Source: an optimization exercise on an open RTL-to-GDS flow (aim: small area, a short achievable clock period and few clock cycles). Production flows keep margins and buffers that such runs may drop.
Function was checked by simulation only, so behaviour that the tests miss may differ from the original.
Power is estimated from default activity; no workload was simulated.

==> flow/design.v <==
module syncchan (
    input             clk,
    input             rst,           
    input      [8:0]  prog_len,      
    input      [63:0] sprite,        
    output     [7:0]  prog_addr,
    input      [15:0] prog_data,
    input             rel_valid,     
    input      [7:0]  rel_data,
    output reg        held,          
    output reg        tx_valid,      
    output reg [7:0]  tx_data,
    output reg        io_rd,
    output reg        io_wr,
    output     [15:0] io_addr,
    output     [7:0]  io_wdata,
    input      [7:0]  io_rdata,
    output reg        draw_valid,
    output reg [1:0]  draw_op,       
    output reg [8:0]  draw_x,
    output reg [7:0]  draw_y,
    output            done,
    output            fault,
    output     [1:0]  fault_cause,   
    output     [15:0] fault_info     
);
    localparam [7:0]  PX_RESET = 8'd128, PY_RESET = 8'd96, WPOS_RESET = 8'd0;
    localparam [7:0] OP_WAIT = 8'h01, OP_EMITC = 8'h02, OP_EMITHI = 8'h03, OP_EMITH = 8'h04,
                     OP_KSAMP = 8'h05, OP_JSAMP = 8'h06, OP_MSAMP = 8'h07, OP_PSTEP = 8'h08,
                     OP_RENDER = 8'h09, OP_PBTN = 8'h0A, OP_PSCR = 8'h0B, OP_JMP = 8'h0C;
    localparam [1:0] S_FETCH = 2'd0, S_EXEC = 2'd1, S_DONE = 2'd2, S_FAULT = 2'd3;
    localparam [1:0] F_ILLEGAL = 2'd1, F_UNWRITTEN = 2'd2, F_BADTARGET = 2'd3;
    reg [1:0]  state;
    reg [8:0]  na;           
    reg [15:0] ir;           
    reg        ir_fault;     
    reg [1:0]  ir_fcause;
    reg        ir_wait;      
    reg        ir_jmp;       
    reg        ir_prep;      
    reg [2:0]  step;
    reg        rel;          
    reg [7:0]  jw_tag;
    reg        jw_v;
    reg        io_kb, io_joy;    
    reg        rpass;        
    reg [2:0]  rj;           
    reg [7:0]  rem;          
    reg        ax;           
    reg        rrun;         
    reg [3:0]  nj1;          
    reg [4:0] kf [0:7];      
    reg [7:0] joy;
    reg [7:0] mx, my, mb, pmx, pmy, pmb;
    reg [7:0] ppx, ppy, pwpos;
    reg       kf_v, joy_v, m_v, pm_v, pp_v;
    reg [7:0] px, py, wpos;
    reg [3:0] sdx, sdy;
    reg       sfar;
    wire [3:0] op  = ir[11:8];
    wire [7:0] arg = ir[7:0];
    wire exec = (state == S_EXEC);
    wire run  = exec && !ir_fault;
    wire is_wait   = (op == 4'h1);
    wire is_emitc  = (op == 4'h2);
    wire is_emithi = (op == 4'h3);
    wire is_emith  = (op == 4'h4);
    wire is_ksamp  = (op == 4'h5);
    wire is_jsamp  = (op == 4'h6);
    wire is_msamp  = (op == 4'h7);
    wire is_pstep  = (op == 4'h8);
    wire is_render = (op == 4'h9);
    wire is_pbtn   = (op == 4'hA);
    wire is_pscr   = (op == 4'hB);
    function [7:0] hexchar(input [3:0] n);
        case (n)
            4'hA: hexchar = 8'h41;
            4'hB: hexchar = 8'h42;
            4'hC: hexchar = 8'h43;
            4'hD: hexchar = 8'h44;
            4'hE: hexchar = 8'h45;
            4'hF: hexchar = 8'h46;
            default: hexchar = {4'h3, n};
        endcase
    endfunction
    wire [7:0] dx = mx - pmx;
    wire [7:0] dy = my - pmy;
    wire [3:0] dwn = mb[7:4] - pmb[7:4];
    wire [7:0] dw = {{4{dwn[3]}}, dwn};
    reg [7:0] xr;
    always @(*) begin
        case (arg[4:0])
            5'h00, 5'h01, 5'h02, 5'h03, 5'h04, 5'h05, 5'h06, 5'h07:
                   xr = {3'b111, kf[arg[2:0]]};
            5'h08: xr = joy;
            5'h09: xr = mx;
            5'h0A: xr = my;
            5'h0B: xr = mb;
            5'h0C: xr = pmx;
            5'h0D: xr = pmy;
            5'h0E: xr = pmb;
            5'h0F: xr = dx;
            5'h10: xr = dy;
            5'h11: xr = dw;
            5'h12: xr = px;
            5'h13: xr = py;
            5'h14: xr = ppx;
            5'h15: xr = ppy;
            5'h16: xr = wpos;
            5'h17: xr = pwpos;
            default: xr = 8'h00;
        endcase
    end
    wire [8:0] x1 = {1'b0, px} + {dx[7], dx};
    wire signed [9:0] y1 = $signed({2'b00, py}) + $signed({{2{dy[7]}}, dy});
    wire signed [9:0] w1 = $signed({2'b00, wpos}) + $signed({{6{dwn[3]}}, dwn});
    wire [7:0] px_next = x1[7:0];
    wire       y_hi = (y1 > 10'sd191);
    wire       y_lo = (y1 < 10'sd0);
    wire [7:0] py_next = y_hi ? 8'd1 : y_lo ? 8'd192 : y1[7:0];
    wire [7:0] wpos_next = (w1 < 10'sd0)   ? 8'd0 :
                           (w1 > 10'sd191) ? 8'd191 : w1[7:0];
    wire dx_small = (dx[7:3] == 5'b00000) || (dx[7:3] == 5'b11111 && dx[2:0] != 3'd0);
    wire dy_small = (dy[7:3] == 5'b00000) || (dy[7:3] == 5'b11111 && dy[2:0] != 3'd0);
    wire x_wrap = x1[8];
    wire [3:0] sdx_next = 4'd0 - dx[3:0];
    wire [3:0] sdy_next = 4'd0 - dy[3:0];
    wire       sfar_next = !dx_small || !dy_small || x_wrap || y_hi || y_lo;
    wire go = rel | (rel_valid & (rel_data != 8'h00));
    assign prog_addr = na[7:0];
    assign done  = (state == S_DONE);
    assign fault = (state == S_FAULT);
    assign fault_cause = ir_fcause;
    assign fault_info  = ir;
    assign io_addr  = {io_kb ? ~(8'd1 << step) : 8'h00,
                       ~io_joy, ~io_joy, io_kb, 3'b111, ~io_wr, ~io_kb};
    assign io_wdata = {6'd0, io_wr && (step[2] || step[1]), io_wr && !step[1]};
    reg [7:0] fname;
    always @(*) begin
        case (op)
            4'h4: begin
                case (arg[4:0])
                    5'h0F: fname = m_v ? 8'h0C : 8'h09;
                    5'h10: fname = m_v ? 8'h0D : 8'h0A;
                    5'h11: fname = m_v ? 8'h0E : 8'h0B;
                    default: fname = arg;
                endcase
            end
            4'h8:    fname = m_v ? 8'h0C : 8'h09;
            4'h9:    fname = 8'h14;
            4'hA:    fname = 8'h0B;
            4'hB:    fname = 8'h17;
            default: fname = arg;
        endcase
    end
    wire [2:0] c0;                    
    wire [7:0] rem_rest;
    wire       rlast_row = (rem_rest == 8'h00);
    reg cmd_last;
    always @(*) begin
        if (ir_wait)
            cmd_last = go;
        else case (op)
            4'h3, 4'h4:    cmd_last = step[0] && !ir_prep;
            4'h5:          cmd_last = (step == 3'd7);
            4'h7:          cmd_last = (step == 3'd5);
            4'h9:          cmd_last = ax;
            default:       cmd_last = 1'b1;
        endcase
    end
    wire wr_kf   = run && is_ksamp;
    wire wr_joy  = run && is_jsamp;
    wire ms      = run && is_msamp;
    wire wr_pm   = ms && step == 3'd0;
    wire wr_mx   = ms && step == 3'd1;
    wire wr_my   = ms && step == 3'd3;
    wire wr_mb   = ms && step == 3'd5;
    wire wr_ps   = run && is_pstep;
    wire kf_vn  = kf_v  || (wr_kf && step == 3'd7);
    wire joy_vn = joy_v || wr_joy;
    wire m_vn   = m_v   || wr_mb;
    wire pm_vn  = wr_pm ? m_v : pm_v;
    wire pp_vn  = pp_v  || wr_ps;
    wire [7:0] fop  = prog_data[15:8];
    wire [7:0] farg = prog_data[7:0];
    reg       f_illegal, f_unw;
    always @(*) begin
        f_illegal = 1'b0; f_unw = 1'b0;
        case (fop)
            OP_WAIT, OP_KSAMP, OP_JSAMP, OP_MSAMP:
                f_illegal = (farg != 8'h00);
            OP_EMITC, OP_EMITHI, OP_JMP: ;
            OP_EMITH: begin
                f_illegal = (farg > 8'h17);
                case (farg[4:0])
                    5'h00, 5'h01, 5'h02, 5'h03, 5'h04, 5'h05, 5'h06, 5'h07: f_unw = !kf_vn;
                    5'h08: f_unw = !joy_vn;
                    5'h09, 5'h0A, 5'h0B: f_unw = !m_vn;
                    5'h0C, 5'h0D, 5'h0E: f_unw = !pm_vn;
                    5'h0F, 5'h10, 5'h11: f_unw = !m_vn || !pm_vn;
                    5'h14, 5'h15, 5'h17: f_unw = !pp_vn;
                    default: ;
                endcase
            end
            OP_PSTEP: begin
                f_illegal = (farg != 8'h00); f_unw = !m_vn || !pm_vn;
            end
            OP_RENDER: begin f_illegal = (farg != 8'h00); f_unw = !pp_vn; end
            OP_PSCR:   begin f_illegal = (farg != 8'h00); f_unw = !pp_vn; end
            OP_PBTN:   begin f_illegal = (farg > 8'h03);  f_unw = !m_vn; end
            default: f_illegal = 1'b1;
        endcase
    end
    wire f_badtgt = (fop == OP_JMP) && ({1'b0, farg} >= prog_len);
    wire [7:0] joy_f   = wr_joy ? io_rdata : joy;
    wire [3:0] fast_hi = farg[3] ? joy_f[7:4] : {3'b111, kf[farg[2:0]][4]};
    wire       f_slow  = (farg[4:0] > 5'h08) || (wr_kf && farg[4:0] == 5'h07);
    wire [7:0] f_tx    = (fop == OP_EMITC)  ? farg :
                         (fop == OP_EMITHI) ? hexchar(farg[7:4]) : hexchar(fast_hi);
    wire [3:0] esdx = sdx;
    wire [3:0] esdy = sdy;
    wire       efar = sfar;
    wire       in_render = rrun;
    wire       lp = in_render && (rpass ^ (rj == 3'd7));
    wire [2:0] lj = in_render ? rj + 3'd1 : 3'd0;
    function [7:0] srow(input [2:0] j);    
        integer c;
        for (c = 0; c < 8; c = c + 1)
            srow[c] = sprite[{j, 3'd7 - c[2:0]}];
    endfunction
    wire [7:0] arow = srow(lj);
    wire [3:0] nj4 = in_render ? nj1 : esdy;     
    wire [7:0] nrow = srow(nj4[2:0]);
    wire [15:0] nrow_ext = esdx[3] ? {nrow, 8'h00} : {8'h00, nrow};
    wire [15:0] nsh_w = nrow_ext >> esdx[2:0];
    wire [7:0]  nsh = (efar || nj4[3]) ? 8'h00 : nsh_w[7:0];
    wire [7:0]  lmask = lp ? arow : (arow & ~nsh);
    reg [2:0] c0r;
    integer k;
    always @(*) begin
        c0r = 3'd0;
        for (k = 7; k >= 0; k = k - 1)
            if (rem[k]) c0r = k[2:0];
    end
    assign c0 = c0r;
    assign rem_rest = rem & ~(8'd1 << c0);
    wire [7:0] rax = rpass ? px : ppx;
    wire [7:0] ray = rpass ? py : ppy;
    wire fetch = (state == S_FETCH) || (run && cmd_last);
    wire at_end = (na == prog_len);
    wire fetch_go = fetch && !at_end;
    wire rfetch = fetch_go && (prog_data == 16'h0900);    
    wire fuse = jw_v && (fop == OP_JMP) && (farg == jw_tag);
    wire more = run && !cmd_last;             
    wire rel_n = (run && ir_wait && go) ? 1'b0 : rel_valid ? (rel_data != 8'h00) : rel;
    wire [7:0] mb_n    = wr_mb ? io_rdata : mb;
    wire [7:0] pwpos_n = wr_ps ? wpos : pwpos;
    wire [7:0] wpos_n  = wr_ps ? wpos_next : wpos;
    always @(posedge clk) begin
        if (rst) begin
            state <= S_FETCH;
            na    <= 9'd0;
            rel   <= 1'b0;
            jw_v  <= 1'b0;
            rrun  <= 1'b0;
            tx_valid <= 1'b0; io_rd <= 1'b0; io_wr <= 1'b0; draw_valid <= 1'b0; held <= 1'b0;
            kf_v <= 1'b0; joy_v <= 1'b0; m_v <= 1'b0; pm_v <= 1'b0; pp_v <= 1'b0;
            px <= PX_RESET; py <= PY_RESET; wpos <= WPOS_RESET;
        end else begin
            if (run && ir_wait && go)
                rel <= 1'b0;                         
            else if (rel_valid)
                rel <= (rel_data != 8'h00);
            if (exec && ir_fault)
                state <= S_FAULT;
            else if (fetch) begin
                if (at_end)
                    state <= S_DONE;
                else
                    state <= S_EXEC;
                na    <= fuse ? {1'b0, farg} + 9'd1 :
                         (fop == OP_JMP) ? {1'b0, farg} : na + 9'd1;
            end
            if (fetch && exec && ir_jmp)
                jw_v <= (prog_data == 16'h0100);
            if (fetch)
                rrun <= rfetch && !f_unw;
            if (exec && ir_fault && ir_fcause != F_ILLEGAL)
                ir <= {8'h00, fname};
            kf_v <= kf_vn; joy_v <= joy_vn; m_v <= m_vn; pm_v <= pm_vn; pp_v <= pp_vn;
            if (wr_ps) begin
                px <= px_next; py <= py_next; wpos <= wpos_next;
            end
        end
        if (wr_kf) kf[step] <= io_rdata[4:0];
        if (wr_joy) joy <= io_rdata;
        if (wr_pm) begin pmx <= mx; pmy <= my; pmb <= mb; end
        if (wr_mx) mx <= io_rdata;
        if (wr_my) my <= ~io_rdata;
        if (wr_mb) mb <= io_rdata;
        if (wr_ps) begin
            ppx <= px; ppy <= py; pwpos <= wpos;
        end
        if (run && ir_prep)
            ir_prep <= 1'b0;
        tx_data <= hexchar(ir_prep ? xr[7:4] : is_emithi ? arg[3:0] : xr[3:0]);
        if (run && !ir_prep)
            step <= step + 3'd1;
        if (fetch) begin
            rpass <= 1'b0; rj <= 3'd0; rem <= lmask; nj1 <= esdy + 4'd1;
            ax <= 1'b0;
        end else if (in_render && !ax) begin
            if (rlast_row) begin
                if (rpass && rj == 3'd7)
                    ax <= 1'b1;
                else begin
                    rpass <= lp; rj <= lj; rem <= lmask; nj1 <= nj4 + 4'd1;
                end
            end else
                rem <= rem_rest;
        end
        if (fetch && exec && ir_jmp)
            jw_tag <= arg;
        if (fetch && fop == OP_PSTEP) begin
            sdx <= sdx_next; sdy <= sdy_next; sfar <= sfar_next;
        end
        if (fetch) begin
            ir        <= prog_data;
            step      <= 3'd0;
            ir_fault  <= f_illegal || f_unw || f_badtgt;
            ir_fcause <= f_illegal ? F_ILLEGAL : f_badtgt ? F_BADTARGET : F_UNWRITTEN;
            ir_wait   <= fuse || (prog_data == 16'h0100);
            ir_jmp    <= !fuse && (fop == OP_JMP);
            ir_prep   <= (fop == OP_EMITH) && f_slow;
            tx_data   <= f_tx;
        end
        if (fetch) begin
            draw_op <= {1'b1, fop[0]};
            draw_x  <= (fop[0] == 1'b0) ? {7'd0, farg[1:0]} : {1'b0, pwpos_n};
            draw_y  <= (fop[0] == 1'b0) ? {7'd0, mb_n[farg[1:0]]} : wpos_n;
            io_kb   <= (fop == OP_KSAMP);
            io_joy  <= (fop == OP_JSAMP);
        end else begin
            draw_op <= {1'b0, rpass};
            draw_x  <= {1'b0, rax} + {6'd0, c0};
            draw_y  <= ray + {5'd0, rj};
        end
        if (!rst) begin
            if (fetch) begin
                tx_valid   <= !at_end && (fop == OP_EMITC || fop == OP_EMITHI ||
                              (fop == OP_EMITH && farg[7:5] == 3'd0 && !f_slow && !f_unw));
                io_rd      <= !at_end && (fop == OP_KSAMP || fop == OP_JSAMP) && farg == 8'h00;
                io_wr      <= !at_end && fop == OP_MSAMP && farg == 8'h00;
                draw_valid <= !at_end && ((fop == OP_PBTN && farg[7:2] == 6'd0 && m_vn) ||
                                          (fop == OP_PSCR && farg == 8'h00 && pp_vn));
                held       <= !at_end && (prog_data == 16'h0100 || fuse) && !rel_n;
            end else begin
                tx_valid   <= more && (is_emithi || is_emith);
                io_rd      <= more && (is_ksamp || (is_msamp && !step[0]));
                io_wr      <= more && is_msamp && step[0];
                draw_valid <= more && is_render && (rem != 8'h00);
                held       <= more && ir_wait;
            end
        end
    end
endmodule
==> flow/flow/run.sh <==
#!/bin/bash
set -euo pipefail
sed 's/SETUP_SLACK_MARGIN=5/SETUP_SLACK_MARGIN=6 "BUFFER_PORTS_ARGS=-buffer_cell sky130_fd_sc_hd__buf_1"/' standard.sh > standard_m.sh
bash standard_m.sh > standard.log 2>&1
==> flow/standard.sh <==
#!/bin/bash
# synth_recipe.tcl (not shown) runs the flow's synth.tcl, then flattens the netlist and writes it again
# the make line also repeats each setting of config.mk as NAME=value (left out here)
make -C /OpenROAD-flow-scripts/flow DESIGN_CONFIG=/design/flow/config.mk WORK_HOME=/design/flow/orfs CLKGATE_MAP_FILE= SYNTH_SCRIPT=/design/flow/synth_recipe.tcl "${@:-finish}"
==> flow/config.mk <==
export PLATFORM = sky130hd
export DESIGN_NAME = syncchan
export DESIGN_NICKNAME = syncchan
export VERILOG_FILES = /design/flow/design.v
export SDC_FILE = /design/flow/constraint.sdc
export NUM_CORES = 4
export LEC_CHECK = 0
export ABC_AREA = 1
export CAP_MARGIN = 20
export CORE_MARGIN = 2
export CORE_UTILIZATION = 40
export CTS_CLUSTER_DIAMETER = 100
export CTS_CLUSTER_SIZE = 20
export SETUP_SLACK_MARGIN = 5
export SLEW_MARGIN = 20
==> flow/constraint.sdc <==
create_clock -name core_clock -period 10.0 [get_ports {clk}]
set_input_delay 2.0000 -clock core_clock [delete_from_list [all_inputs] [get_ports {clk}]]
set_output_delay 2.0000 -clock core_clock [all_outputs]
set_load 0.01 [all_outputs]
==> reports/metrics.cfg, run 1 <==
[run_status]
outcome = timing/DRC/antenna clean

[die]
floorplan.initialDensity = 0.403
design.portCount = 192
die_extent_in_y_um = 212
std_cell_rows = 76
dieArea_um2 = 44800
die-width_um = 212
core-area_um2 = 42900

[global_routing]
grt_use_met1 = 0.344
wire_length_of_the_first_global_routing_pass_um = 86700
global_route.usage.met2 = 0.405
met3_usage = 0.0288
busiest_layer = met2
global_route.overflow_total = 0
antenna_found_initial = 0
maximum_number_of_pins_on_one_net_before_global_route_repair = 58
grt.total_usage = 0.248
number_of_global_route_vias_before_repair = 15400

[cts]
ctsLongestPathBuffers = 3
cts_tree = built
cts-hold-fix-buffers = 0
cts_made_buffers = 17
htree_levels = 1
clk_pin_slew_ns = 0.09
worstSkewPairLatency_ns = 0.52
clk_root_buffer_cell = sky130_fd_sc_hd__clkbuf_16
cts.sink_count = 259

[logic_synthesis]
post_synth_inst_count = 2329
yosysSeqAreaShare = 0.391
synth_largest_area_cell = sky130_fd_sc_hd__edfxtp_1
synth_largest_type_area_fraction = 0.273
synthFlopType = sky130_fd_sc_hd__edfxtp_1
yosysWarningCount = 1
synth-edff-count = 157
synth.lib_cells_used.distinct = 62
synth_top_cells_by_area = sky130_fd_sc_hd__edfxtp_1 27%, sky130_fd_sc_hd__nand2_1 14%, sky130_fd_sc_hd__dfxtp_1 12%, sky130_fd_sc_hd__inv_1 5.8%, sky130_fd_sc_hd__ha_1 5.5%
async_reset_ff_frac = 0
synth_seq_cells = 259
syn-cell-area_um2 = 17300
syn_area_per_cell_um2 = 7.41

[placed_design]
placed_area_um2 = 18300
globalplace.congestion = 0.918
port-buffer-count = 182
hpwl_um = 43800

[timing]
final.period_utilization = 0.387
max_slew_margin = 0.284
max_clock_freq_ghz = 0.259
rsz0062_at_grt = yes
hold_viol = 0
setup-tns-final_ns = 0
final-max-slew-violation-count = 0
tightest_slew_ns = 1.07
post-route-min-period_ns = 3.87
report.final.setup_viol = 0
timing.clock.skew_ns = 0.0217

[drt]
drtIter0Drc = 1326
route.detailed.drc = 0
detail_route.wirelength_um = 56600
routed_wire_length_per_instance_um = 18.5
route.vias.total = 16300
ant_nets = 0
drt_first_pass_iters = 5
route.detailed.vias_per_inst = 5.33

[finish]
diodes = 0
post_route_standard_cell_area_excluding_fillers_um2 = 18900
final_util = 0.440
final_layout_size_suffix_gt1_frac = 0.0514
area_delta_synth_final_pct = 9.30
layout.nets = 2652

[power]
power.total_w = 0.00270
vdd_drop_max_v = 0.000156
p_per_area_nw_per_um2 = 143
p_leak_nw = 8.07

[critical_path]
cp_launch_type = register
crit_path_max_fanout = 8
cp_data_required_time_ns = 8.00
criticalPathCategory = reg -> out
timing.critical_path.arrival_ns = 1.87
r2r.worst_path.cells = 9
end_kind = output pin

[hold_path]
hold_depth = 0
worst_hold_path_type = reg -> reg

[flow_run]
max_cap_violations = 0

==> metrics by stage <==
stage,hold WS (ns),setup slack [ns],cells
3_5_place_dp,0.447,5.06,3024
5_1_grt,0.481,5.97,3054
4_1_cts,0.465,6.08,3053
6_report,0.454,6.13,3054
3_3_place_gp,0.433,5.19,3024
2_1_floorplan,0.426,6.27,2336
==> layer usage <==
metal / wire length [um] / vias up
met4: 1830 / 0
li1: - / 7954
met1: 25600 / 7633
met3: 3680 / 98
met5: 0 / -
met2: 25500 / 604
==> area by class of cell <==
cell class / count / area [um2]
Clock inverter: 2 / 27.5
Sequential cell: 259 / 6760
Tap cell: 585 / 732
Inverter: 288 / 1100
Timing Repair Buffer: 193 / 767
Multi-Input combinational cell: 1701 / 9030
Clock buffer: 26 / 459
Fill cell: 4411 / 24000
==> sequential cells by signal, indices dropped and copies added, names as in the netlist, 8 cells and up, named ones only <==
name	count
kf	40
ir	16
draw_x	9
na	9
draw_y	8
joy	8
jw_tag	8
mx	8
my	8
pmb	8
pmx	8
pmy	8
ppx	8
ppy	8
pwpos	8
px	8
py	8
rem	8
tx_data	8
wpos	8
==> report_power, final <==
part | switching, W | internal [W]
clock | 0.000383 | 0.000324
sequential | 0.0000888 | 0.00122
combinational | 0.000483 | 0.000207
==> final timing paths <==
kind	startpoint	endpoint	slack, ns
hold reg to reg	mx[0]$_DFFE_PP_	pmx[0]$_DFFE_PP_	0.45
hold / removal	mx[0]$_DFFE_PP_	pmx[0]$_DFFE_PP_	0.45
setup / recovery	step[1]$_SDFFE_PN0P_	io_addr[13]	6.13
setup reg to reg	rj[0]$_SDFFE_PN0P_	rem[0]$_DFFE_PP_	6.26
==> cell families (layout without fill, tap and decap cells) <==
kind of cell,Yosys count,after routing,synth area share
buffers and inverters,376,509,0.0908
AOI/OAI and AO/OA,361,361,0.119
xor gates and xnor gates,63,63,0.0320
muxes,4,4,0.00232
other,2,9,0.000435
adders and majority gates,84,84,0.0643
and+or+nand+nor,1180,1180,0.299
DFF,259,259,0.391
==> worst max-delay path, stage by stage, from the launching register on <==
cell	delay [ns]
sky130_fd_sc_hd__dfxtp_1	0.52
sky130_fd_sc_hd__inv_1	0.20
sky130_fd_sc_hd__ha_1	0.29
sky130_fd_sc_hd__a21oi_1	0.17
sky130_fd_sc_hd__buf_1	0.17
==> cell usage after synthesis (all sizes together), types with 2 or more instances <==
master and number:
nand2 636, inv 282, nor2 224, nand3 201, o21ai 164, edfxtp 157, a21oi 118, dfxtp 102
ha 76, buf 54, xor2 44, nand4 42, nor3 36, clkbuf 34, o211ai 22, xnor2 19
o221ai 17, or2 14, fa 8, o22ai 8, and2 7, nand3b 7, nor4 7, clkinv 6
a211oi 4, a31oi 4, mux2i 4, nor3b 4, o21a 4, o21bai 3, o31ai 3, o41ai 3
a22oi 2, conb 2, o2111ai 2
==> cell usage in the layout, fill, tap and decap left out, types with 7 or more instances in the layout <==
cell | netlist | final
sky130_fd_sc_hd__a21oi_1 | 116 | 115
sky130_fd_sc_hd__buf_1 | 2 | 181
sky130_fd_sc_hd__buf_4 | 27 | 11
sky130_fd_sc_hd__clkbuf_1 | 34 | 9
sky130_fd_sc_hd__clkbuf_16 | 0 | 17
sky130_fd_sc_hd__conb_1 | 2 | 9
sky130_fd_sc_hd__dfxtp_1 | 102 | 101
sky130_fd_sc_hd__edfxtp_1 | 157 | 157
sky130_fd_sc_hd__fa_1 | 8 | 7
sky130_fd_sc_hd__ha_1 | 76 | 75
sky130_fd_sc_hd__inv_1 | 268 | 268
sky130_fd_sc_hd__inv_2 | 12 | 12
sky130_fd_sc_hd__nand2_1 | 625 | 622
sky130_fd_sc_hd__nand2_2 | 8 | 11
sky130_fd_sc_hd__nand3_1 | 190 | 190
sky130_fd_sc_hd__nand3_2 | 10 | 10
sky130_fd_sc_hd__nand3b_1 | 7 | 7
sky130_fd_sc_hd__nand4_1 | 42 | 42
sky130_fd_sc_hd__nor2_1 | 207 | 203
sky130_fd_sc_hd__nor2_2 | 9 | 12
sky130_fd_sc_hd__nor2_4 | 8 | 9
sky130_fd_sc_hd__nor3_1 | 32 | 32
sky130_fd_sc_hd__nor4_1 | 7 | 7
sky130_fd_sc_hd__o211ai_1 | 22 | 22
sky130_fd_sc_hd__o21ai_0 | 146 | 144
sky130_fd_sc_hd__o21ai_1 | 10 | 12
sky130_fd_sc_hd__o21ai_2 | 8 | 8
sky130_fd_sc_hd__o221ai_1 | 17 | 17
sky130_fd_sc_hd__o22ai_1 | 8 | 8
sky130_fd_sc_hd__or2_2 | 12 | 12
sky130_fd_sc_hd__xnor2_1 | 19 | 19
sky130_fd_sc_hd__xor2_1 | 44 | 42
==> timing repair <==
item                                    in CTS  in global routing
resized for setup                            5                 14
endpoints found under the setup margin      46                 26
setup buffers                                1                  1
pin swaps                                    1                  2
Testbench counts, summed over its fixed seeds: cycles 11,506.
==> inputs of run 2 (changes only) <==
==> flow/flow/run.sh (replaced) <==
#!/bin/bash
set -euo pipefail
sed 's/SETUP_SLACK_MARGIN=5/SETUP_SLACK_MARGIN=5.7 "BUFFER_PORTS_ARGS=-buffer_cell sky130_fd_sc_hd__buf_1"/' standard.sh > standard_m.sh
bash standard_m.sh > standard.log 2>&1
==> run 2 against run 1 <==
Still clean on timing, DRC and antenna. Clock power barely moved. Sequential power barely moved. Synthesized cell count did not move. Global-route usage barely moved. Wire length fell by 0.14%. Fmax fell by 6.6%. Sequential share of layout area rose by 0.11 points. Core utilization fell by 0.15 points. First-iteration DRC count rose by 0.90%. Register-to-register slack got worse by 0.22 ns. Final area fell by 0.34%. Largest cell class unchanged.
==> reports/metrics.cfg, run 2 <==
[run_status]
outcome = timing/DRC/antenna clean

[finish]
diodes = 0  ; unchanged
area_delta_synth_final_pct = 8.93
area_used_by_multi_input_combinational_logic_um2 = 8990  ; -0.43%
stdcell_count = 3052  ; -0.065%
layout.nets = 2650  ; -0.075%
largest_registers = kf x40, ir x16
final_layout_size_suffix_gt1_frac = 0.0466  ; -0.00482
num-fill-cells = 4423  ; +0.27%
most-common-layout-cells = 624 x sky130_fd_sc_hd__nand2_1, 268 x sky130_fd_sc_hd__inv_1, 205 x sky130_fd_sc_hd__nor2_1, 190 x sky130_fd_sc_hd__nand3_1, 181 x sky130_fd_sc_hd__buf_1
regArea_um2 = 6760  ; about the same
final_util = 0.439  ; -0.00149
largest-register = kf
mostFrequentLayoutCell = sky130_fd_sc_hd__nand2_1
largest_reg_flops = 40  ; unchanged

[logic_synthesis]
async_reset_ff_frac = 0  ; unchanged
syn_area_per_cell_um2 = 7.41  ; unchanged
synthFlopType = sky130_fd_sc_hd__edfxtp_1
post_synth_inst_count = 2329  ; unchanged
synth-edff-count = 157  ; unchanged
synth_largest_area_cell = sky130_fd_sc_hd__edfxtp_1
synth-adder-area-share = 0.0643  ; unchanged
synth_commonest_cells = 625 x sky130_fd_sc_hd__nand2_1, 268 x sky130_fd_sc_hd__inv_1, 207 x sky130_fd_sc_hd__nor2_1
yosysWarningCount = 1  ; unchanged
synth_compound_gate_area_share = 0.119  ; unchanged
synth_top_cells_by_area = sky130_fd_sc_hd__edfxtp_1 27%, sky130_fd_sc_hd__nand2_1 14%, sky130_fd_sc_hd__dfxtp_1 12%, sky130_fd_sc_hd__inv_1 5.8%, sky130_fd_sc_hd__ha_1 5.5%
yosys.area_share.simple = 0.299  ; unchanged
synthMostInstantiatedCell = sky130_fd_sc_hd__nand2_1
synth_seq_cells = 259  ; unchanged
synthMuxAreaShare = 0.00232  ; unchanged
syn-cell-area_um2 = 17300  ; unchanged
yosysSeqAreaShare = 0.391  ; unchanged
synth.lib_cells_used.distinct = 62  ; unchanged
combinational_family_with_the_most_area_after_synthesis = simple AND/OR/NAND/NOR gates
synth_largest_type_area_fraction = 0.273  ; unchanged
synth-xor-area-share = 0.0320  ; unchanged

[critical_path]
setup.reg_to_reg.worst_slack_ns = 6.04  ; -0.22 ns
worstReg2RegEnd = sfar$_DFFE_PP_
crit_path_max_fanout = 57  ; +49
critical_path.max_stage_delay_ns = 0.48  ; -0.04 ns
cp_data_required_time_ns = 10.39  ; +2.39 ns
end_kind = register
path_common_cell = sky130_fd_sc_hd__nand2_1
timing.critical_path.arrival_ns = 4.53  ; +2.66 ns
cpMaxStageDelayCell = sky130_fd_sc_hd__inv_8
cp_top_family = simple AND/OR/NAND/NOR gates
cp_launch_type = input pin
critical_path.reg2reg.startpoint = my[0]$_DFFE_PP_
crit_path_cell_trace = buf_1, nor4_1, a21bo_2, nand3_1, nand3_2, nand2_4, inv_8, nand2_1, nand2_1, o21ai_0
r2r.worst_path.cells = 17  ; +8
criticalPathCategory = in -> reg
number_of_buffer_and_inverter_stages_on_the_critical_path = 2  ; unchanged

[cts]
worstSkewPairLatency_ns = 0.52  ; about the same
ctsLongestPathBuffers = 3  ; unchanged
htree_levels = 1  ; unchanged
clk_root_buffer_cell = sky130_fd_sc_hd__clkbuf_16
clk_pin_slew_ns = 0.09  ; about the same
cts-hold-fix-buffers = 0  ; unchanged
cts_tree = built
cts_made_buffers = 17  ; unchanged
cts.sink_count = 259  ; unchanged

[timing]
post-route-min-period_ns = 4.14  ; +0.272 ns
hold_viol = 0  ; unchanged
tightest_slew_ns = 1.05  ; -0.0196 ns
setup-tns-final_ns = 0  ; unchanged
timing.clock.skew_ns = 0.0195  ; -0.00220 ns
max_slew_margin = 0.297  ; +0.0131
max_clock_freq_ghz = 0.242  ; -6.6%
holdWs_ns = 0.451  ; -0.00237 ns
rsz0062_at_grt = yes
report.final.setup_viol = 0  ; unchanged
final.period_utilization = 0.414  ; +0.0272
final-max-slew-violation-count = 0  ; unchanged

[die]
floorplan.initialDensity = 0.403  ; unchanged
die_extent_in_y_um = 212  ; unchanged
design.portCount = 192  ; unchanged
std_cell_rows = 76  ; unchanged
dieArea_um2 = 44800  ; unchanged
die-width_um = 212  ; unchanged
core-area_um2 = 42900  ; unchanged

[drt]
detail_route.wirelength_um = 56500  ; -0.14%
route.vias.total = 16300  ; -0.11%
route.detailed.drc = 0  ; unchanged
wl_met1_um = 25500  ; -0.13%
route.met2.wl_um = 25600  ; +0.31%
highest_layer = met4
routed_wire_length_per_instance_um = 18.5  ; about the same
ant_nets = 0  ; unchanged
drt_first_pass_iters = 6  ; +1
drtIter0Drc = 1338  ; +0.90%
route.detailed.vias_per_inst = 5.33  ; about the same
wl_met3_um = 3620  ; -1.8%

[global_routing]
maximum_number_of_pins_on_one_net_before_global_route_repair = 58  ; unchanged
global_route.overflow_total = 0  ; unchanged
number_of_global_route_vias_before_repair = 15400  ; +0.013%
wire_length_of_the_first_global_routing_pass_um = 86700  ; about the same
grt.total_usage = 0.248  ; about the same
antenna_found_initial = 0  ; unchanged

[hold_path]
worst_hold_path_type = reg -> reg
hold_depth = 0  ; unchanged
hold_path_startpoint = mx[0]$_DFFE_PP_
holdPathEnd = pmx[0]$_DFFE_PP_

[power]
p_per_area_nw_per_um2 = 144  ; +0.26%
vdd_drop_max_v = 0.000157  ; +0.44%
p_leak_nw = 8.05  ; -0.14%

[placed_design]
hpwl_um = 43800  ; unchanged
dp.cells = 3024  ; unchanged
port-buffer-count = 182  ; unchanged
globalplace.congestion = 0.918  ; unchanged

[flow_run]
max_cap_violations = 0  ; unchanged

## run 2: cell counts after synthesis
Identical to the previous run, type by type.
## run 2: worst max-delay path by stage
stage          depth (start not counted)        start          endpoint  slack, ns
2_1_floorplan                          9  rel_data[0]  sdx[0]$_DFFE_PP_       6.27
3_3_place_gp                          10  rel_data[5]          register       5.19
4_1_cts                               10  rel_data[5]          register       5.78
5_1_grt                               10  rel_data[5]          register       5.67
6_report                              10  rel_data[5]          register       5.86
3_5_place_dp                          10  rel_data[5]          register       5.06
## run 2: logic make-up after synthesis
kind of cell	Yosys count
mux	4
flops	259
buf+inv	376
simple gates	1180
compound gates	361
fa+ha+maj	84
other cells	2
xor+xnor	63
## run 2: area by class of cell
cell class | instances | area share
inverter | 288 | 0.0580
timing repair buffer | 191 | 0.0400
tap | 585 | 0.0389
clock buffer | 26 | 0.0244
clock inverter | 2 | 0.00146
multi-input combinational | 1701 | 0.478
sequential | 259 | 0.359
## run 2: through the flow
stage          worst slack (ns)  cell area, um2  total power [W]
6_report                   5.86           18800          0.00270
5_1_grt                    5.67           18800          0.00283
4_1_cts                    5.78           18800          0.00271
3_5_place_dp               5.06           18300          0.00201
3_3_place_gp               5.19           18300          0.00200
2_1_floorplan              6.27           17300          0.00177
## run 2: timing repair
item,CTS,global route
setup endpoints to repair,11,21
pin swaps,0,0
gates resized for setup,1,3
buffers inserted,0,0
## run 2: power by group
group / leakage, nW / switching [W] / internal (W) / total [W]
clock network: 0.233 / 0.000384 / 0.000324 / 0.000709
logic: 5.54 / 0.000481 / 0.000206 / 0.000687
registers: 2.28 / 0.0000879 / 0.00122 / 0.00131
## run 2: per-layer routing
layer / vias up / track usage
li1: 7945 / -
met1: 7639 / 0.344
met2: 594 / 0.405
met3: 93 / 0.0288
met4: 0 / 0.0801
met5: - / 0
==> inputs of run 3 (changes only) <==
==> flow/flow/run.sh (replaced) <==
#!/bin/bash
set -euo pipefail
sed 's/SETUP_SLACK_MARGIN=5/SETUP_SLACK_MARGIN=6.15 "BUFFER_PORTS_ARGS=-buffer_cell sky130_fd_sc_hd__buf_1"/' standard.sh > standard_m.sh
bash standard_m.sh > standard.log 2>&1
==> run 3 against run 2 <==
Still clean. Clock skew up 0.0025 ns. Sequential share of layout area fell by 0.41 points. Non-clock buffer count rose by 16. Count of clock-buffer cells in the layout stayed put. Flip-flop and latch count unchanged. Register-to-register slack improved by 0.29 ns. Final area up 1.3%. Combinational power rose by 1%. Wire length is 0.53% higher. Synthesized area did not move. Global-route usage is essentially flat. Sequential power about the same. Largest cell class unchanged. Largest power group unchanged.
==> reports/metrics.cfg, run 3 <==
[logic_synthesis]
synthMostInstantiatedCell = sky130_fd_sc_hd__nand2_1
synthMuxAreaShare = 0.00232  ; unchanged
synth_commonest_cells = 625 x sky130_fd_sc_hd__nand2_1, 268 x sky130_fd_sc_hd__inv_1, 207 x sky130_fd_sc_hd__nor2_1
synth-edff-count = 157  ; unchanged
syn-cell-area_um2 = 17300  ; unchanged
syn_area_per_cell_um2 = 7.41  ; unchanged
synth_top_cells_by_area = sky130_fd_sc_hd__edfxtp_1 27%, sky130_fd_sc_hd__nand2_1 14%, sky130_fd_sc_hd__dfxtp_1 12%, sky130_fd_sc_hd__inv_1 5.8%, sky130_fd_sc_hd__ha_1 5.5%
yosysWarningCount = 1  ; unchanged
yosysSeqAreaShare = 0.391  ; unchanged
synth-adder-area-share = 0.0643  ; unchanged
synth_largest_type_area_fraction = 0.273  ; unchanged
combinational_family_with_the_most_area_after_synthesis = simple AND/OR/NAND/NOR gates
synth_largest_area_cell = sky130_fd_sc_hd__edfxtp_1
synth-xor-area-share = 0.0320  ; unchanged
yosys.area_share.simple = 0.299  ; unchanged
async_reset_ff_frac = 0  ; unchanged
post_synth_inst_count = 2329  ; unchanged
synth.lib_cells_used.distinct = 62  ; unchanged
synth_seq_cells = 259  ; unchanged
synth_compound_gate_area_share = 0.119  ; unchanged
synthFlopType = sky130_fd_sc_hd__edfxtp_1

[drt]
route.detailed.drc = 0  ; unchanged
drt_first_pass_iters = 6  ; unchanged
route.met2.wl_um = 25600  ; +0.18%
route.vias.total = 16400  ; +0.65%
route.detailed.vias_per_inst = 5.34  ; +0.12%
ant_nets = 0  ; unchanged
highest_layer = met4
wl_met3_um = 3670  ; +1.5%
routed_wire_length_per_instance_um = 18.5  ; about the same
wl_met1_um = 25600  ; +0.36%
detail_route.wirelength_um = 56800  ; +0.53%
drtIter0Drc = 1353  ; +1.1%

[timing]
rsz0062_at_grt = no
max_clock_freq_ghz = 0.265  ; +9.6%
final-max-slew-violation-count = 0  ; unchanged
max_slew_margin = 0.297  ; +0.000333
tightest_slew_ns = 1.05  ; -0.000499 ns
post-route-min-period_ns = 3.77  ; -0.363 ns
setup-tns-final_ns = 0  ; unchanged
report.final.setup_viol = 0  ; unchanged
timing.clock.skew_ns = 0.0221  ; +0.00254 ns
final.period_utilization = 0.377  ; -0.0363
hold_viol = 0  ; unchanged

[die]
std_cell_rows = 76  ; unchanged
die-width_um = 212  ; unchanged
floorplan.initialDensity = 0.403  ; unchanged
dieArea_um2 = 44800  ; unchanged
die_extent_in_y_um = 212  ; unchanged
design.portCount = 192  ; unchanged
core-area_um2 = 42900  ; unchanged

[critical_path]
timing.critical_path.arrival_ns = 1.77  ; -2.76 ns
crit_path_cell_trace = clkinvlp_4, ha_1, a21oi_1, buf_1
end_kind = output pin
crit_path_max_fanout = 6  ; -89%
number_of_buffer_and_inverter_stages_on_the_critical_path = 2  ; unchanged
cp_data_required_time_ns = 8.00  ; -2.39 ns
cp_top_family = flip-flops
criticalPathCategory = reg -> out
critical_path.max_stage_delay_ns = 0.42  ; -0.06 ns
cp_launch_type = register
cpMaxStageDelayCell = sky130_fd_sc_hd__dfxtp_4

[power]
p_per_area_nw_per_um2 = 142  ; -0.99%
vdd_drop_max_v = 0.000157  ; about the same
p_leak_nw = 8.13  ; +0.96%
power.total_w = 0.00271  ; +0.25%

[placed_design]
port-buffer-count = 182  ; unchanged
globalplace.congestion = 0.918  ; unchanged
hpwl_um = 43800  ; unchanged
dp.cells = 3024  ; unchanged

[global_routing]
global_route.overflow_total = 0  ; unchanged
maximum_number_of_pins_on_one_net_before_global_route_repair = 58  ; unchanged
antenna_found_initial = 0  ; unchanged
grt.total_usage = 0.248  ; about the same
wire_length_of_the_first_global_routing_pass_um = 86800  ; about the same
number_of_global_route_vias_before_repair = 15400  ; -0.026%

[finish]
area_delta_synth_final_pct = 10.3
largest_reg_flops = 40  ; unchanged
final_layout_size_suffix_gt1_frac = 0.0616  ; +0.0150
diodes = 0  ; unchanged
mostFrequentLayoutCell = sky130_fd_sc_hd__nand2_1
most-common-layout-cells = 622 x sky130_fd_sc_hd__nand2_1, 264 x sky130_fd_sc_hd__inv_1, 202 x sky130_fd_sc_hd__nor2_1, 189 x sky130_fd_sc_hd__nand3_1, 180 x sky130_fd_sc_hd__buf_1
largest_registers = kf x40, ir x16
stdcell_count = 3068  ; +0.52%
layout.nets = 2666  ; +0.60%
largest-register = kf

[cts]
clk_root_buffer_cell = sky130_fd_sc_hd__clkbuf_16
worstSkewPairLatency_ns = 0.52  ; about the same
clk_pin_slew_ns = 0.09  ; about the same
cts_made_buffers = 17  ; unchanged
ctsLongestPathBuffers = 3  ; unchanged
htree_levels = 1  ; unchanged
cts.sink_count = 259  ; unchanged
cts_tree = built

[run_status]
outcome = timing/DRC/antenna clean

[flow_run]
max_cap_violations = 0  ; unchanged

[hold_path]
worst_hold_path_type = reg -> reg

run 3: cell type report:
class	count	area, um2
fillers	4394	23800
multi-input cells	1701	9070
flip-flops and latches	259	6760
inverters	288	1110
repair buffers	207	877
well taps	585	732
clock buffers	26	459
clock inverters	2	27.5
run 3: worst reg2reg max path, stage by stage (launching register included):
cell	delay, ns
sky130_fd_sc_hd__dfxtp_1	0.93
sky130_fd_sc_hd__ha_1	0.30
sky130_fd_sc_hd__ha_1	0.24
sky130_fd_sc_hd__nand2_1	0.49
sky130_fd_sc_hd__clkinv_1	0.74
sky130_fd_sc_hd__o221ai_1	0.24
sky130_fd_sc_hd__a21oi_1	0.10
sky130_fd_sc_hd__a31o_2	0.24
sky130_fd_sc_hd__nand2_1	0.07
sky130_fd_sc_hd__a31oi_1	0.04
run 3: power by group:
| group | internal, W | total, W | switching, W | leakage [nW] |
|---|---|---|---|---|
| sequential | 0.00122 | 0.00131 | 0.0000881 | 2.28 |
| combinational | 0.000210 | 0.000694 | 0.000485 | 5.62 |
| clock | 0.000324 | 0.000708 | 0.000384 | 0.233 |
run 3: what timing repair did:
action,CTS,global route
pin swaps,2,5
setup endpoints to repair,59,57
hold buffers,0,0
gates resized for setup,10,26
setup buffers,1,15
run 3: logic make-up after synthesis:
kind of cell / Yosys count
DFF: 259
other: 2
adders and majority gates: 84
xor gates and xnor gates: 63
buffers and inverters: 376
AOI/OAI and AO/OA: 361
and+or+nand+nor: 1180
muxes: 4
run 3: metrics by stage:
stage	setup slack, ns	hold WS [ns]	instance area, um2	util
finish	6.23	0.452	19000	0.444
global route	6.15	0.481	19000	0.444
CTS	6.17	0.465	18800	0.439
detailed placement	5.06	0.447	18300	0.427
global placement	5.19	0.433	18300	0.427
floorplan	6.27	0.426	17300	-
run 3: worst paths after layout:
check,start,to,slack (ns),cells after the start
setup / recovery,step[0]$_SDFFE_PN0P_,io_addr[12],6.23,4
hold / removal,mx[0]$_DFFE_PP_,pmx[0]$_DFFE_PP_,0.45,0
setup reg to reg,rj[0]$_SDFFE_PN0P_,rem[0]$_DFFE_PP_,6.33,9
hold reg to reg,mx[0]$_DFFE_PP_,pmx[0]$_DFFE_PP_,0.45,0
run 3: layer usage:
metal  track usage  vias up
li1              -     7987
met1         0.344     7685
met2         0.405      606
met3        0.0288       98
met4        0.0801        0
met5             0        -
==> inputs of run 4 (changes only) <==
==> flow/flow/run.sh (replaced) <==
#!/bin/bash
set -euo pipefail
sed 's/SETUP_SLACK_MARGIN=5/SETUP_SLACK_MARGIN=6.5 "BUFFER_PORTS_ARGS=-buffer_cell sky130_fd_sc_hd__buf_1"/' standard.sh > standard_m.sh
bash standard_m.sh > standard.log 2>&1
==> run 4 against run 3 <==
Sequential share of layout area fell by 1.3 points. Worst setup slack better by 0.17 ns. Wire length grew 2.8%. Combinational power is 3.2% higher. Die area did not move. Flip-flop and latch count is the same. Synthesized cell count stayed put. Critical endpoint is now io_addr[8]. Register-to-register slack better by 0.31 ns. Largest power group unchanged. Final area rose by 4.0%. Largest cell class unchanged.
==> reports/metrics.cfg, run 4 <==
[run_status]
outcome = timing/DRC/antenna clean

[hold_path]
hold_path_startpoint = mx[0]$_DFFE_PP_
worst_hold_path_type = reg -> reg

[logic_synthesis]
syn-cell-area_um2 = 17300  ; unchanged
synth_commonest_cells = 625 x sky130_fd_sc_hd__nand2_1, 268 x sky130_fd_sc_hd__inv_1, 207 x sky130_fd_sc_hd__nor2_1
synthFlopType = sky130_fd_sc_hd__edfxtp_1
syn_area_per_cell_um2 = 7.41  ; unchanged
yosysSeqAreaShare = 0.391  ; unchanged
synth.lib_cells_used.distinct = 62  ; unchanged
synth_seq_cells = 259  ; unchanged
synth_largest_area_cell = sky130_fd_sc_hd__edfxtp_1
async_reset_ff_frac = 0  ; unchanged
yosysWarningCount = 1  ; unchanged
synthMostInstantiatedCell = sky130_fd_sc_hd__nand2_1
synth_top_cells_by_area = sky130_fd_sc_hd__edfxtp_1 27%, sky130_fd_sc_hd__nand2_1 14%, sky130_fd_sc_hd__dfxtp_1 12%, sky130_fd_sc_hd__inv_1 5.8%, sky130_fd_sc_hd__ha_1 5.5%
post_synth_inst_count = 2329  ; unchanged
synth-edff-count = 157  ; unchanged
synth_largest_type_area_fraction = 0.273  ; unchanged

[drt]
drt_first_pass_iters = 6  ; unchanged
route.detailed.drc = 0  ; unchanged
detail_route.wirelength_um = 58400  ; +2.8%
route.detailed.vias_per_inst = 5.35  ; +0.23%
route.vias.total = 16600  ; +1.2%
ant_nets = 0  ; unchanged
routed_wire_length_per_instance_um = 18.8  ; +1.8%
drtIter0Drc = 1453  ; +7.4%

[cts]
cts.sink_count = 259  ; unchanged
cts_tree = built
worstSkewPairLatency_ns = 0.52  ; about the same
htree_levels = 1  ; unchanged
clk_root_buffer_cell = sky130_fd_sc_hd__clkbuf_16
ctsLongestPathBuffers = 3  ; unchanged
cts_made_buffers = 17  ; unchanged
clk_pin_slew_ns = 0.09  ; about the same

[placed_design]
globalplace.congestion = 0.923  ; +0.56%
hpwl_um = 43600  ; -0.55%
port-buffer-count = 182  ; unchanged
dp.cells = 3022  ; -0.066%
placed_area_um2 = 18400  ; +0.34%

[critical_path]
cp_launch_type = register
r2r.worst_path.cells = 15  ; +6
crit_path_start = step[0]$_SDFFE_PN0P_
setup.reg_to_reg.worst_slack_ns = 6.64  ; +0.31 ns
crit_path_max_fanout = 4  ; -2
timing.critical_path.arrival_ns = 1.61  ; -0.16 ns
end_kind = output pin
worstReg2RegEnd = sfar$_DFFE_PP_
criticalPathCategory = reg -> out
timing.critical_path.to = io_addr[8]
critical_path.reg2reg.startpoint = my[2]$_DFFE_PP_
cp_data_required_time_ns = 8.00  ; about the same

[global_routing]
global_route.overflow_total = 0  ; unchanged
busiest_layer = met2
grt.total_usage = 0.253  ; +0.00424
maximum_number_of_pins_on_one_net_before_global_route_repair = 42  ; -28%
met3_usage = 0.0291  ; +0.000297
global_route.usage.met2 = 0.417  ; +0.0119
wire_length_of_the_first_global_routing_pass_um = 87600  ; +0.94%
grt_use_met1 = 0.350  ; +0.00604
antenna_found_initial = 0  ; unchanged
number_of_global_route_vias_before_repair = 15500  ; +0.63%

[timing]
timing.clock.skew_ns = 0.0174  ; -0.00467 ns
report.final.setup_viol = 0  ; unchanged
final.period_utilization = 0.361  ; -0.0166
tightest_slew_ns = 1.06  ; +0.00375 ns
post-route-min-period_ns = 3.61  ; -0.166 ns
max_slew_margin = 0.296  ; -0.00176
max_clock_freq_ghz = 0.277  ; +4.6%
setup-tns-final_ns = 0  ; unchanged
final-max-slew-violation-count = 0  ; unchanged
rsz0062_at_grt = yes
hold_viol = 0  ; unchanged

[flow_run]
max_cap_violations = 0  ; unchanged

[finish]
regArea_um2 = 6770  ; +0.11%
largest_reg_flops = 40  ; unchanged
final_layout_size_suffix_gt1_frac = 0.108  ; +0.0466
layout.nets = 2696  ; +1.1%
post_route_standard_cell_area_excluding_fillers_um2 = 19800  ; +4.0%
mostFrequentLayoutCell = sky130_fd_sc_hd__nand2_1
area_delta_synth_final_pct = 14.7
diodes = 0  ; unchanged
most-common-layout-cells = 614 x sky130_fd_sc_hd__nand2_1, 253 x sky130_fd_sc_hd__inv_1, 196 x sky130_fd_sc_hd__nor2_1, 186 x sky130_fd_sc_hd__nand3_1, 164 x sky130_fd_sc_hd__buf_1
largest-register = kf
largest_registers = kf x40, ir x16
area_used_by_multi_input_combinational_logic_um2 = 9510  ; +4.8%
stdcell_count = 3099  ; +1.0%
num-fill-cells = 4314  ; -1.8%

[die]
core-area_um2 = 42900  ; unchanged
floorplan.initialDensity = 0.403  ; unchanged
design.portCount = 192  ; unchanged
die-width_um = 212  ; unchanged
dieArea_um2 = 44800  ; unchanged
die_extent_in_y_um = 212  ; unchanged
std_cell_rows = 76  ; unchanged

[power]
p_leak_nw = 8.39  ; +3.2%
vdd_drop_max_v = 0.000116  ; -26%
p_per_area_nw_per_um2 = 139  ; -2.5%

run 4: final cells by class:
type	instances	area share
inverters	288	0.0581
repair inverters	1	0.000442
repair buffers	234	0.0565
clock buffers	27	0.0250
multi-input cells	1703	0.480
clock inverters	2	0.00101
well taps	585	0.0370
flip-flops and latches	259	0.342
run 4: how the worst min path moves through the flow:
stage                             to  slack [ns]  cells past startpoint
finish              pmx[0]$_DFFE_PP_        0.46                      0
global route        pmb[4]$_DFFE_PP_        0.47                      0
CTS                 pmx[0]$_DFFE_PP_        0.46                      0
detailed placement  pmx[0]$_DFFE_PP_        0.44                      0
global placement    pmx[0]$_DFFE_PP_        0.44                      0
floorplan           pmb[4]$_DFFE_PP_        0.43                      0
run 4: critical path, stage by stage, from the launching register on:
cell	delay, ns
sky130_fd_sc_hd__dfxtp_4	0.39
sky130_fd_sc_hd__clkinvlp_4	0.20
sky130_fd_sc_hd__ha_4	0.24
sky130_fd_sc_hd__a21oi_2	0.11
sky130_fd_sc_hd__buf_2	0.14
run 4: what timing repair did:
item | in CTS | in global routing
resized for setup | 77 | 70
setup endpoints to repair | 140 | 103
pin swaps | 20 | 20
cloned | 2 | 1
hold buffers | 0 | 0
buffers inserted | 25 | 20
run 4: stage by stage:
stage                     power, W  worst slack (ns)   util  hold WS [ns]
after floorplan            0.00177              6.45      -         0.426
after CTS                  0.00274              6.35  0.452         0.457
after detailed placement   0.00201              5.16  0.428         0.437
after global placement     0.00200              5.21  0.428         0.435
final                      0.00275              6.39  0.462         0.457
after global routing       0.00287              6.36  0.462         0.474
run 4: kinds of logic (layout without fill, tap and decap cells):
logic type / Yosys count / count (layout) / share of synthesized area
AND/OR/NAND/NOR: 1180 / 1182 / 0.299
buffers and inverters: 376 / 552 / 0.0908
flip-flops: 259 / 259 / 0.391
other: 2 / 9 / 0.000435
multiplexers: 4 / 4 / 0.00232
XOR/XNOR: 63 / 63 / 0.0320
AO/OA/AOI/OAI: 361 / 361 / 0.119
adder cells (fa/ha/maj): 84 / 84 / 0.0643
run 4: per-layer routing:
layer	vias to the layer above	routed length, um	part of all wire
met2	622	26700	0.46
met3	88	4320	0.074
li1	8056	-	-
met5	-	0	0
met1	7813	25900	0.44
met4	0	1510	0.026
run 4: power breakdown:
group	switching [W]	total [W]	internal, W
Clock	0.000378	0.000723	0.000345
Combinational	0.000498	0.000716	0.000217
Sequential	0.0000911	0.00131	0.00122
Total	0.000967	0.00275	0.00178
==> inputs of run 5 (changes only) <==
==> flow/flow/run.sh (replaced) <==
#!/bin/bash
set -euo pipefail
sed 's/SETUP_SLACK_MARGIN=5/SETUP_SLACK_MARGIN=6.7 "BUFFER_PORTS_ARGS=-buffer_cell sky130_fd_sc_hd__buf_1"/' standard.sh > standard_m.sh
bash standard_m.sh > standard.log 2>&1
==> run 5 against run 4 <==
Clock skew up 0.011 ns. First-iteration DRC count increased by 4.1%. Cell count increased by 1.6%. Core utilization is 2.2 points higher. Largest cell class unchanged. Final area increased by 4.7%. Fmax fell by 0.59%. Synthesized area stayed put. Count of clock-buffer cells in the layout unchanged. Combinational power is 8.2% higher. Via count rose by 2.0%. Clock power decreased by 2%.
==> reports/metrics.cfg, run 5 <==
[finish]
area_delta_synth_final_pct = 20.1
layout.nets = 2745  ; +1.8%
most-common-layout-cells = 597 x sky130_fd_sc_hd__nand2_1, 236 x sky130_fd_sc_hd__inv_1, 187 x sky130_fd_sc_hd__nor2_1, 182 x sky130_fd_sc_hd__nand3_1, 157 x sky130_fd_sc_hd__edfxtp_1
diodes = 0  ; unchanged
post_route_standard_cell_area_excluding_fillers_um2 = 20700  ; +4.7%
final_layout_size_suffix_gt1_frac = 0.162  ; +0.0537
largest_reg_flops = 40  ; unchanged
largest_registers = kf x40, ir x16
largest-register = kf
mostFrequentLayoutCell = sky130_fd_sc_hd__nand2_1

[die]
die-width_um = 212  ; unchanged
core-area_um2 = 42900  ; unchanged
design.portCount = 192  ; unchanged
floorplan.initialDensity = 0.403  ; unchanged
die_extent_in_y_um = 212  ; unchanged
dieArea_um2 = 44800  ; unchanged
std_cell_rows = 76  ; unchanged

[critical_path]
worstReg2RegEnd = sfar$_DFFE_PP_
cpMaxStageDelayCell = sky130_fd_sc_hd__dfxtp_4
cp_data_required_time_ns = 8.00  ; about the same
criticalPathCategory = reg -> out
crit_path_max_fanout = 4  ; unchanged
number_of_buffer_and_inverter_stages_on_the_critical_path = 2  ; unchanged
cp_top_family = flip-flops
timing.critical_path.arrival_ns = 1.63  ; +0.02 ns
cp_launch_type = register
r2r.worst_path.cells = 17  ; +2
crit_path_cell_trace = clkinvlp_4, ha_4, a21oi_2, buf_2
critical_path.reg2reg.startpoint = my[0]$_DFFE_PP_
critical_path.max_stage_delay_ns = 0.40  ; about the same
setup.reg_to_reg.worst_slack_ns = 6.67  ; +0.03 ns
end_kind = output pin

[cts]
worstSkewPairLatency_ns = 0.52  ; about the same
cts_made_buffers = 17  ; unchanged
cts-hold-fix-buffers = 0  ; unchanged
clk_root_buffer_cell = sky130_fd_sc_hd__clkbuf_16
htree_levels = 1  ; unchanged
clk_pin_slew_ns = 0.10  ; about the same
cts.sink_count = 259  ; unchanged
ctsLongestPathBuffers = 3  ; unchanged
cts_tree = built

[logic_synthesis]
yosysSeqAreaShare = 0.391  ; unchanged
syn_area_per_cell_um2 = 7.41  ; unchanged
post_synth_inst_count = 2329  ; unchanged
syn-cell-area_um2 = 17300  ; unchanged
synth_seq_cells = 259  ; unchanged
synth_commonest_cells = 625 x sky130_fd_sc_hd__nand2_1, 268 x sky130_fd_sc_hd__inv_1, 207 x sky130_fd_sc_hd__nor2_1
synth.lib_cells_used.distinct = 62  ; unchanged
yosysWarningCount = 1  ; unchanged
synth_largest_area_cell = sky130_fd_sc_hd__edfxtp_1
synthFlopType = sky130_fd_sc_hd__edfxtp_1
synth_top_cells_by_area = sky130_fd_sc_hd__edfxtp_1 27%, sky130_fd_sc_hd__nand2_1 14%, sky130_fd_sc_hd__dfxtp_1 12%, sky130_fd_sc_hd__inv_1 5.8%, sky130_fd_sc_hd__ha_1 5.5%
async_reset_ff_frac = 0  ; unchanged
synthMostInstantiatedCell = sky130_fd_sc_hd__nand2_1
synth_largest_type_area_fraction = 0.273  ; unchanged
synth-edff-count = 157  ; unchanged

[timing]
setup-tns-final_ns = 0  ; unchanged
timing.clock.skew_ns = 0.0284  ; +0.0110 ns
max_slew_margin = 0.270  ; -0.0255
holdWs_ns = 0.468  ; +0.0112 ns
rsz0062_at_grt = yes
hold_viol = 0  ; unchanged
max_clock_freq_ghz = 0.275  ; -0.59%
tightest_slew_ns = 1.09  ; +0.0370 ns
final.period_utilization = 0.363  ; +0.00213
setup_slack_after_layout_ns = 6.37  ; -0.0213 ns
final-max-slew-violation-count = 0  ; unchanged
report.final.setup_viol = 0  ; unchanged
post-route-min-period_ns = 3.63  ; +0.0213 ns

[drt]
drt_first_pass_iters = 6  ; unchanged
ant_nets = 0  ; unchanged
route.detailed.drc = 0  ; unchanged
detail_route.wirelength_um = 59600  ; +2.1%
route.vias.total = 16900  ; +2.0%
drtIter0Drc = 1513  ; +4.1%
route.detailed.vias_per_inst = 5.37  ; +0.43%
routed_wire_length_per_instance_um = 18.9  ; +0.49%

[global_routing]
wire_length_of_the_first_global_routing_pass_um = 89400  ; +2.1%
antenna_found_initial = 0  ; unchanged
grt.total_usage = 0.258  ; +0.00499
global_route.overflow_total = 0  ; unchanged
maximum_number_of_pins_on_one_net_before_global_route_repair = 42  ; unchanged
number_of_global_route_vias_before_repair = 15700  ; +1.2%

[power]
p_leak_nw = 8.78  ; +4.7%
vdd_drop_max_v = 0.000115  ; -0.72%
p_per_area_nw_per_um2 = 134  ; -3.2%

[hold_path]
holdPathEnd = joy_v$_SDFF_PP0_
hold_depth = 2  ; +2
worst_hold_path_type = reg -> reg
hold_path_startpoint = joy_v$_SDFF_PP0_

[run_status]
outcome = timing/DRC/antenna clean

[placed_design]
dpl_worst_slack_ns = 5.22  ; +0.0631 ns
globalplace.congestion = 0.947  ; +2.6%
hpwl_um = 43600  ; about the same
port-buffer-count = 182  ; unchanged
placed_area_um2 = 18500  ; +0.55%

[flow_run]
max_cap_violations = 0  ; unchanged

run 5: worst max path at each step:
stage / startpoint / endpoint / cells after the start
after floorplan: prog_data[13] / ir_fault$_DFFE_PN_ / 13
after global placement: rel_data[5] / rem[7]$_DFFE_PP_ / 10
after detailed placement: rel_data[5] / rem[7]$_DFFE_PP_ / 10
after CTS: step[0]$_SDFFE_PN0P_ / io_addr[8] / 4
after global routing: step[0]$_SDFFE_PN0P_ / io_addr[10] / 4
final: step[0]$_SDFFE_PN0P_ / io_addr[8] / 4
run 5: logic make-up (layout without fill, tap and decap cells):
family	count (synthesis)	after routing	share of synthesized area
xor+xnor	63	63	0.0320
compound gates	361	361	0.119
simple gates	1180	1183	0.299
buf+inv	376	600	0.0908
mux	4	4	0.00232
other cells	2	9	0.000435
flops	259	259	0.391
fa+ha+maj	84	84	0.0643
run 5: stage by stage:
step | power [W] | util | std cells
2_1_floorplan | 0.00178 | - | 2336
3_3_place_gp | 0.00200 | 0.431 | 3024
3_5_place_dp | 0.00201 | 0.431 | 3024
4_1_cts | 0.00276 | 0.464 | 3110
5_1_grt | 0.00291 | 0.484 | 3148
6_report | 0.00278 | 0.484 | 3148
run 5: where the power goes:
group          internal [W]  switching [W]  leakage, nW
logic              0.000246       0.000529         6.26
registers           0.00122      0.0000817         2.28
clock network      0.000332       0.000377        0.239
total               0.00179       0.000987         8.78
run 5: tightest hold or removal path: stages (launching register included):
cell and delay (ns):
sky130_fd_sc_hd__dfxtp_1 0.31, sky130_fd_sc_hd__inv_1 0.06, sky130_fd_sc_hd__a21oi_1 0.06
run 5: per-layer routing:
layer / GRT usage / up-vias / wire, um
met5: 0 / - / 0
met4: 0.0915 / 0 / 2130
met3: 0.0350 / 100 / 4020
met2: 0.420 / 677 / 27100
met1: 0.350 / 7984 / 26300
li1: - / 8153 / -
run 5: layout make-up:
type,count,area (um2)
multi-input cells,1704,9990
clock inverters,2,22.5
flip-flops and latches,259,6770
repair buffers,281,1570
repair inverters,2,17.5
well taps,585,732
inverters,288,1170
clock buffers,27,473
fillers,4251,22100
run 5: repair_timing:
item / 4_1_cts / 5_1_grt
gates resized for setup: 118 / 161
gates cloned: 5 / 1
pin swaps: 39 / 70
setup buffers: 52 / 37
endpoints found under the setup margin: 151 / 80
endpoints found under the hold margin: 0 / 0
==> inputs of run 6 (changes only) <==
==> flow/flow/run.sh (replaced) <==
#!/bin/bash
set -euo pipefail
sed 's/SETUP_SLACK_MARGIN=5/SETUP_SLACK_MARGIN=6.3 "BUFFER_PORTS_ARGS=-buffer_cell sky130_fd_sc_hd__buf_1"/' standard.sh > standard_m.sh
bash standard_m.sh > standard.log 2>&1
==> run 6 against run 5 <==
Clock power fell by 0.7%. Worst setup slack lost 0.024 ns. Power down 2.8%. Count of clock-buffer cells in the layout down 2. Hold slack worse by 0.019 ns. Still clean. Die area did not move. Largest cell class unchanged. Via count decreased by 2.6%. Critical path type unchanged. Clock skew decreased by 0.010 ns. Flip-flop and latch count unchanged.
==> reports/metrics.cfg, run 6 <==
[run_status]
outcome = timing/DRC/antenna clean

[die]
die_extent_in_y_um = 212  ; unchanged
core-area_um2 = 42900  ; unchanged
floorplan.initialDensity = 0.403  ; unchanged
design.portCount = 192  ; unchanged

[drt]
highest_layer = met4
detail_route.wirelength_um = 57200  ; -4.0%
route.vias.total = 16500  ; -2.6%
ant_nets = 0  ; unchanged
drtIter0Drc = 1579  ; +4.4%
route.detailed.vias_per_inst = 5.35  ; -0.35%
wl_met3_um = 4010  ; -0.37%
routed_wire_length_per_instance_um = 18.6  ; -1.8%

[cts]
clk_root_buffer_cell = sky130_fd_sc_hd__clkbuf_16
htree_levels = 1  ; unchanged
cts_made_buffers = 17  ; unchanged
cts.sink_count = 259  ; unchanged
cts_tree = built
clk_pin_slew_ns = 0.09  ; about the same

[finish]
num-fill-cells = 4415  ; +3.9%
most-common-layout-cells = 622 x sky130_fd_sc_hd__nand2_1, 264 x sky130_fd_sc_hd__inv_1, 200 x sky130_fd_sc_hd__nor2_1, 189 x sky130_fd_sc_hd__nand3_1, 173 x sky130_fd_sc_hd__buf_1
area_delta_synth_final_pct = 11.2
mostFrequentLayoutCell = sky130_fd_sc_hd__nand2_1
largest_reg_flops = 40  ; unchanged
stdcell_count = 3077  ; -2.3%
diodes = 0  ; unchanged

[timing]
timing.clock.skew_ns = 0.0181  ; -0.0103 ns
post-route-min-period_ns = 3.65  ; +0.0240 ns
final.period_utilization = 0.365  ; +0.00240
setup_slack_after_layout_ns = 6.35  ; -0.0240 ns
hold_viol = 0  ; unchanged

[global_routing]
maximum_number_of_pins_on_one_net_before_global_route_repair = 58  ; +38%
number_of_global_route_vias_before_repair = 15700  ; -0.0064%
wire_length_of_the_first_global_routing_pass_um = 86900  ; -2.8%

[power]
vdd_drop_max_v = 0.000113  ; -2.2%
sw_frac_of_total = 0.354  ; -0.00137
netSwitchingPower_w = 0.000956  ; -3.1%
p_per_area_nw_per_um2 = 141  ; +5.0%

[critical_path]
crit_path_start = step[0]$_SDFFE_PN0P_
critical_path.reg2reg.startpoint = rj[0]$_SDFFE_PN0P_
crit_path_max_fanout = 5  ; +1
end_kind = output pin

[logic_synthesis]
synth_top_cells_by_area = sky130_fd_sc_hd__edfxtp_1 27%, sky130_fd_sc_hd__nand2_1 14%, sky130_fd_sc_hd__dfxtp_1 12%, sky130_fd_sc_hd__inv_1 5.8%, sky130_fd_sc_hd__ha_1 5.5%
post_synth_inst_count = 2329  ; unchanged
synthFlopType = sky130_fd_sc_hd__edfxtp_1
async_reset_ff_frac = 0  ; unchanged
synth-edff-count = 157  ; unchanged
syn_area_per_cell_um2 = 7.41  ; unchanged

[placed_design]
hpwl_um = 43100  ; -1.0%

-- run 6: cell count changes in the layout (fill, tap and decap cells not counted), moves of 22 or more --
cell,change
sky130_fd_sc_hd__inv_1,+28
sky130_fd_sc_hd__nand2_1,+25
sky130_fd_sc_hd__o21ai_0,+26
sky130_fd_sc_hd__inv_2,-22
sky130_fd_sc_hd__buf_4,-55
-- run 6: layout make-up --
type | count | area (um2) | area share
tap | 585 | 732 | 0.0381
clock buffer | 25 | 455 | 0.0237
timing repair buffer | 213 | 935 | 0.0487
multi-input combinational | 1703 | 9150 | 0.477
clock inverter | 4 | 26.3 | 0.00137
sequential | 259 | 6770 | 0.353
inverter | 288 | 1130 | 0.0590
-- run 6: power by group through the flow --
stage / sequential (W) / combinational [W] / clock [W]
floorplan: 0.00130 / 0.000466 / 0
global placement: 0.00133 / 0.000657 / 0
detailed placement: 0.00133 / 0.000669 / 0
CTS: 0.00131 / 0.000675 / 0.000724
global route: 0.00132 / 0.000766 / 0.000754
finish: 0.00131 / 0.000691 / 0.000704
-- run 6: path summary, 6_finish.rpt --
kind | end | slack (ns) | depth (start not counted)
worst max-delay path | io_addr[12] | 6.35 | 4
worst min-delay path | pmb[4]$_DFFE_PP_ | 0.45 | 0
worst max register to register | rem[0]$_DFFE_PP_ | 6.45 | 9
worst min register to register | pmb[4]$_DFFE_PP_ | 0.45 | 0
-- run 6: metal layers --
metal,track usage,vias to the layer above
li1,-,8022
met4,0.0908,0
met1,0.342,7733
met5,0,-
met3,0.0243,98
met2,0.408,622
-- run 6: metrics by stage --
stage | util | hold WS, ns | total power (W) | cell area [um2]
floorplan | - | 0.426 | 0.00177 | 17300
global placement | 0.427 | 0.436 | 0.00199 | 18300
detailed placement | 0.427 | 0.432 | 0.00200 | 18300
CTS | 0.440 | 0.450 | 0.00271 | 18900
global route | 0.448 | 0.461 | 0.00284 | 19200
finish | 0.448 | 0.448 | 0.00271 | 19200
-- run 6: worst max-delay path, stage by stage, from the launching register on --
cell and delay, ns:
sky130_fd_sc_hd__dfxtp_4 0.41, sky130_fd_sc_hd__clkinvlp_4 0.17, sky130_fd_sc_hd__ha_2 0.25, sky130_fd_sc_hd__a21oi_1 0.17, sky130_fd_sc_hd__clkbuf_2 0.16
-- run 6: what timing repair did --
| item | 4_1_cts | 5_1_grt |
|---|---|---|
| endpoints found under the setup margin | 106 | 83 |
| cloned | 0 | 2 |
| pin swaps | 2 | 7 |
| hold buffers | 0 | 0 |
| buffers inserted | 4 | 19 |
| endpoints found under the hold margin | 0 | 0 |
| resized for setup | 19 | 44 |
-- run 6: kinds of logic after synthesis --
| logic type | after synthesis | share of synthesized area |
|---|---|---|
| AND/OR/NAND/NOR | 1180 | 0.299 |
| buffers and inverters | 376 | 0.0908 |
| AO/OA/AOI/OAI | 361 | 0.119 |
| flip-flops | 259 | 0.391 |
| adder cells (fa/ha/maj) | 84 | 0.0643 |
| XOR/XNOR | 63 | 0.0320 |
| multiplexers | 4 | 0.00232 |
| other | 2 | 0.000435 |

Setup slack of run 6, layout unchanged: 6.346 ns with ideal ports, 6.290 ns with driving cells assumed (clock clkbuf_16, inputs buf_2), 5.917 ns with port delays also shifted by the 0.560 ns mid clock arrival.
